This is an optimization exercise on Yosys and OpenROAD, whose aim is small area, a short achievable clock period and few clock cycles, not a production implementation.
At most, simulation tests tie the RTL to the original design; equivalence was not proved.
Power figures rest on the tool's default switching activity, not on a simulated workload.

build 86:
// p1load_sync
module p1load_sync (
    input  wire        clk,
    input  wire        rst,
    input  wire        cmd_valid,
    output wire        cmd_ready,
    input  wire [71:0] cmd_data,
    output reg         rsp_valid,
    output wire [2:0]  rsp_status,
    output wire [31:0] rsp_data,
    output wire        trst_req,
    input  wire        trst_ack,
    output wire        tx_valid,
    input  wire        tx_ready,
    output wire [7:0]  tx_data,
    output wire        tx_last,
    output wire        rx_req,
    output wire [3:0]  rx_max,
    output wire [31:0] rx_timeout,
    input  wire        rx_valid,
    input  wire [7:0]  rx_data,
    input  wire        rx_last,
    input  wire        rx_empty,
    output reg         prog_valid,
    output reg  [2:0]  prog_phase,
    output wire [31:0] prog_offset,
    output wire [31:0] prog_total,
    output wire [12:0] img_addr,
    input  wire [31:0] img_data,
    input  wire [31:0] img_len
);
export LEC_CHECK = 0
export CAP_MARGIN = 20
export CORE_MARGIN = 2
export CORE_UTILIZATION = 45
export SETUP_SLACK_MARGIN = 5.0
export SLEW_MARGIN = 20
export TNS_END_PERCENT = 5
create_clock -name core_clock -period 8.0 [get_ports {clk}]
standard.sh (not shown) runs the stock make flow with config.mk's settings and CLKGATE_MAP_FILE= SYNTH_SCRIPT=/design/flow/synth_recipe.tcl, a recipe that flattens the netlist after the stock synthesis.
==> flow/flow/run.sh <==
#!/bin/bash
# The standard layout, with plain buf_1 cells as the port buffers
# (every input and output port still gets its own buffer).
set -euo pipefail
export BUFFER_PORTS_ARGS="-buffer_cell sky130_fd_sc_hd__buf_1"
bash standard.sh > orfs_flow.log 2>&1
Here is what was changed in the inputs of build 36 compared with build 86.
-- flow/config.mk --
<<< build 86, line 11
export SETUP_SLACK_MARGIN = 5.0
export SLEW_MARGIN = 20
export TNS_END_PERCENT = 5
>>> build 36, line 11
export SETUP_SLACK_MARGIN = 5.0
export SLEW_MARGIN = 20
export TNS_END_PERCENT = 20
==> notes.md <==
From build 86 to build 36, share of synthesized cell area in full adder, half adder and majority cells did not move at all.
Going from build 86 to build 36, aggregate routed wire length flat, non-clock buffering overhead in the final layout stayed essentially flat, largest vdd supply drop decreased 0.013 mV, power neither gained nor lost much.
Build 36 closes out successfully: all stages finished, all timing, DRC and antenna checks passed.
Build 86 completed every stage of the flow, and the final layout passed the timing, DRC and antenna checks.
Setup changes, build 36 to build 58
-- flow/config.mk --
<<< build 36, line 9
export CORE_MARGIN = 2
export CORE_UTILIZATION = 45
export SETUP_SLACK_MARGIN = 5.0
export SLEW_MARGIN = 20
export TNS_END_PERCENT = 20
>>> build 58, line 9
export CORE_MARGIN = 2
export CORE_UTILIZATION = 45
export CTS_CLUSTER_SIZE = 30
export SETUP_SLACK_MARGIN = 5.0
export SLEW_MARGIN = 20
==> comparison <==
[compare] base=build 36 new=build 58: summed area of non-filler cells in the final layout went up about 4%; fraction of area in multi-input gates went down 0.15 points. Build 58 ended up with a higher via count than build 36 did. The termination of the worst setup path comes out rx_timeout[5] in one run and rx_timeout[4] in the other, namely in build 36 and build 58 respectively.
No run of this note included a check of the RTL's function; only the layout flow was run.

========
p1load_sync, a different RTL version from the one above (not shown whole).
For scale: roughly 1,900 cells after synthesis, ~320 I/O pins, about 19,000 um2 of cells after synthesis.
clock: 8.0 ns
lec_check: 0
cap_margin: 20
core_margin: 2
core_utilization: 60
setup_slack_margin: 4.5
slew_margin: 20
run.sh (not shown) runs the stock make flow with config.mk's settings and CLKGATE_MAP_FILE= SYNTH_SCRIPT=/design/flow/synth_recipe.tcl, a recipe that flattens the netlist after the stock synthesis.
Stock flow here: none of the scripts above is used.
Testbench counts at the start, summed over its fixed seeds: cycles 50,294.
Edit:
- CORE_UTILIZATION: 60 -> 40
- SETUP_SLACK_MARGIN: 4.5 -> not set
What happened: Setup slack is worse by 1.4 ns. Hold slack is worse by 0.0068 ns. Global-route usage drops by 13 points. Synthesized area does not change. Via count drops by 9.1%.
Edit:
- SETUP_SLACK_MARGIN: not set -> 4.0
After rerunning: Worst hold slack is better by 0.0047 ns; flip-flop and latch count stays the same; final area increases by about 3%; register-to-register slack is better by 0.79 ns; die area does not change; setup slack is better by 1.2 ns; sequential power hardly moves; count of clock-buffer cells in the layout stays the same; power increases by 2.6%; sequential share of layout area decreases by 1.1 points.

========
== juniper ==
p1load_sync, a different RTL version from the one above (not shown whole).
For scale: roughly 1800 cells after synthesis, about 300 flip-flops, roughly 320 I/O pins.
clock: 8.0 ns
lec_check: 0
cap_margin: 20
core_margin: 2
core_utilization: 45
cts_buf_list: sky130_fd_sc_hd__clkbuf_4
setup_slack_margin: 5.0
slew_margin: 20
juniper went all the way through the flow, and no timing, DRC or antenna check failed.
## Diff of input files: violet against juniper
Settings: clearing CTS_BUF_LIST, which used to be sky130_fd_sc_hd__clkbuf_4.
==> notes.md <==
Every run in the comparison, violet and juniper, completed the flow with a clean layout.
juniper -> violet: power after layout increased by a few percent
In the tables for violet and juniper, number of standard cells in the layout, taps in and fillers out reads higher with juniper.
Final hold slack was lower in juniper than in violet.
For slew at the pin closest to its max-slew limit, juniper and violet come out practically identical.
Looking at uppermost layer routed, the met5 result is from juniper; the met4 one comes from violet.
juniper → violet: global-route usage neither gained nor lost much; number of signal-net buffers in the layout +about 4.4%.
No run of this note included a check of the RTL's function; only the layout flow was run.

========
Another version of the RTL of p1load_sync (not shown whole).
For scale: ~1700 cells after synthesis, about 300 flip-flops, ~320 I/O pins, about 16000 um2 of cells after synthesis.
clock: 8.0 ns
lec_check: 0
cap_margin: 20
core_margin: 2
core_utilization: 55
setup_slack_margin: 5.0
slew_margin: 20
tns_end_percent: 5
standard.sh (not shown) runs the stock make flow with config.mk's settings and CLKGATE_MAP_FILE= SYNTH_SCRIPT=/design/flow/synth_recipe.tcl, a recipe that flattens the netlist after the stock synthesis.
Scripts as last shown in full above: flow/flow/run.sh
Testbench counts at the start, summed over its fixed seeds: cycles 50,294.
Then changed:
- CORE_UTILIZATION: 55 -> 45
- CTS_CLUSTER_DIAMETER: not set -> 100
- CTS_CLUSTER_SIZE: not set -> 20
- PLACE_DENSITY: not set -> 0.8
What happened: Total power decreases by 13%; hold slack hardly moves; die area increases by 22%; global-route usage decreases by 7.3 points; clock-buffer cell count decreases by 17; critical path depth does not change.
Then changed:
- PLACE_DENSITY: 0.8 -> not set
- TNS_END_PERCENT: 5 -> 20
What happened: The changed run completed without violations. Area after synthesis stays the same. Global-route usage came out higher by 0.55 points. Via count decreases by 1.6%. Utilization climbs by 0.50 points. Cell area went up by 0.98%. Hold slack loses 21 ps. Wire length came out higher by 1.4%. Setup slack is better by 49 ps. Clock-buffer cell count does not change. Total power grows by 1.5%.
Then changed:
==> flow/flow/run.sh (replaced) <==
#!/bin/bash
# The standard layout, with plain buf_1 cells as the port buffers
# (every input and output port still gets its own buffer), and the
# resizer's downsizing of gates off the critical paths after routing.
set -euo pipefail
export BUFFER_PORTS_ARGS="-buffer_cell sky130_fd_sc_hd__buf_1"
export RECOVER_POWER=100
bash standard.sh > orfs_flow.log 2>&1
- TNS_END_PERCENT: 20 -> 5
Effect: The new run completed and failed the layout checks on max-capacitance violations, max-slew violations. Global-route usage barely changes. Total power decreases slightly. Routed wire length fell slightly. Area after synthesis stays the same. Final area decreases slightly. Sequential share of layout area is higher by 0.78 points. Sequential cell count is unchanged. Hold slack stays flat. Die area stays the same.

========
Another version of the RTL of p1load_sync (not shown whole).
Size in the first run: roughly 1,800 cells after synthesis, roughly 320 I/O pins, ~17,000 sq um of cells after synthesis.
export LEC_CHECK = 0
export CAP_MARGIN = 20
export CORE_MARGIN = 2
export CORE_UTILIZATION = 45
export CTS_CLUSTER_DIAMETER = 90
export CTS_CLUSTER_SIZE = 24
export SETUP_SLACK_MARGIN = 5.0
export SLEW_MARGIN = 20
export TNS_END_PERCENT = 20
create_clock -name core_clock -period 8.0 [get_ports {clk}]
==> flow/flow/run.sh <==
#!/bin/bash
# The standard layout, with plain buf_1 cells as the port buffers
# (every input and output port still gets its own buffer).
set -euo pipefail
export BUFFER_PORTS_ARGS="-buffer_cell sky130_fd_sc_hd__buf_1"
bash standard.sh > orfs_flow.log 2>&1
Testbench counts at the start, summed over its fixed seeds: cycles 50,294.
Edit:
- CTS_CLUSTER_DIAMETER: 90 -> 100
- CTS_CLUSTER_SIZE: 24 -> 20
Outcome:
- global-route usage increases by 0.25 points
- sequential share of layout area goes up by 0.13 points
- synthesized area does not change
- final area falls slightly
- cell count hardly moves
- count of clock-buffer cells in the layout goes up by 6
- sequential power barely changes
- non-clock buffer count decreases by 4
- routed wire length rises slightly
Edit:
- PLACE_DENSITY: not set -> 0.8
- TNS_END_PERCENT: 20 -> 5
=>
- final area fell slightly
- power fell slightly
- final cell count fell slightly

========
p1load_sync, a different RTL version from the one above (not shown whole).
For scale: roughly 300 flip-flops, about 17000 sq um of cells after synthesis.
==> flow/config.mk <==
export PLATFORM = sky130hd
export DESIGN_NAME = p1load_sync
export DESIGN_NICKNAME = p1load_sync
export VERILOG_FILES = /design/flow/design.v
export SDC_FILE = /design/flow/constraint.sdc
export NUM_CORES = 4
export LEC_CHECK = 0
export CAP_MARGIN = 20
export CORE_MARGIN = 2
export CORE_UTILIZATION = 40
export CTS_CLUSTER_DIAMETER = 100
export CTS_CLUSTER_SIZE = 20
export SETUP_SLACK_MARGIN = 5.0
export SLEW_MARGIN = 20
export TNS_END_PERCENT = 20
==> flow/constraint.sdc <==
create_clock -name core_clock -period 8.0 [get_ports {clk}]
set_input_delay 1.6000 -clock core_clock [delete_from_list [all_inputs] [get_ports {clk}]]
set_output_delay 1.6000 -clock core_clock [all_outputs]
set_load 0.01 [all_outputs]
Scripts as last shown in full above: flow/flow/run.sh
Testbench counts at the start, summed over its fixed seeds: cycles 50,294.
Then changed:
- CORE_UTILIZATION: 40 -> 45
- GPL_ROUTABILITY_DRIVEN: not set -> 0
What happened:
- first-iteration DRC count rose by 1.7%
- die area fell by 11%
- clock-buffer cell count rose by 2
- fmax hardly moves
- synthesized cell count stays the same
- design area rose by 1.1%
- non-clock buffer count rose by 17
- total power rose by 0.98%
- register-to-register slack got worse by 80 ps

re-timing with driven ports:
Ports are ideal in the flow. The routed layouts listed here were re-timed in OpenROAD.
Step 1 sets driving cells, clkbuf_16 on the clock port and buf_2 on the other inputs (assumed; they add their load-dependent delay and slew).
Step 2 moves the port delays by t, midway between the first and last clock arrival at a register: inputs arrive t later, outputs are due t later. That takes back most of the time a late clock gives input paths.
Three values: ideal, step 1, step 2; two values: the first two.
run	shift t [ns]	setup WS [ns]	worst setup path at the end	worst slew at a driven data input, ns	cell pins on the clock port's net
build 86	0.587	4.905 / 4.855 / 4.374	input to register	0.09	1
build 36	0.589	4.809 / 4.758 / 4.367	input to register	0.09	1
build 58	0.594	4.911 / 4.860 / 4.369	input to register	0.11	1
the first run of note 2	0.577	4.347 / 4.300 / 3.765	input to register	0.07	1
the second run of note 2	0.603	2.904 / 2.852 / 2.845	input to register	0.08	1
the third run of note 2	0.613	4.060 / 4.006 / 3.499	input to register	0.08	1
juniper	0.839	4.627 / 4.575 / 4.199	input to register	0.12	1
violet	0.619	4.765 / 4.709 / 4.350	input to register	0.13	1
the first run of note 4	0.626	4.815 / 4.765 / 4.243	input to register	0.07	1
the second run of note 4	0.569	4.843 / 4.792 / 4.320	input to register	0.08	1
the third run of note 4	0.573	4.891 / 4.837 / 4.382	input to register	0.07	1
the fourth run of note 4	0.570	2.798 / 2.827 / 2.257	input to register	0.07	1
the first run of note 5	0.595	4.887 / 4.827 / 4.401	input to register	0.11	1
the second run of note 5	0.585	4.945 / 4.887 / 4.473	input to register	0.11	1
the third run of note 5	0.581	4.824 / 4.782 / 4.249	input to register	0.10	1
the first run of note 6	0.603	4.836 / 4.779 / 4.388	input to register	0.10	1
the second run of note 6	0.587	4.837 / 4.788 / 4.343	input to register	0.09	1
The setup slack of the first run of note 2, which loses most, moves by -0.047 ns with the drivers and by -0.582 ns with both steps.
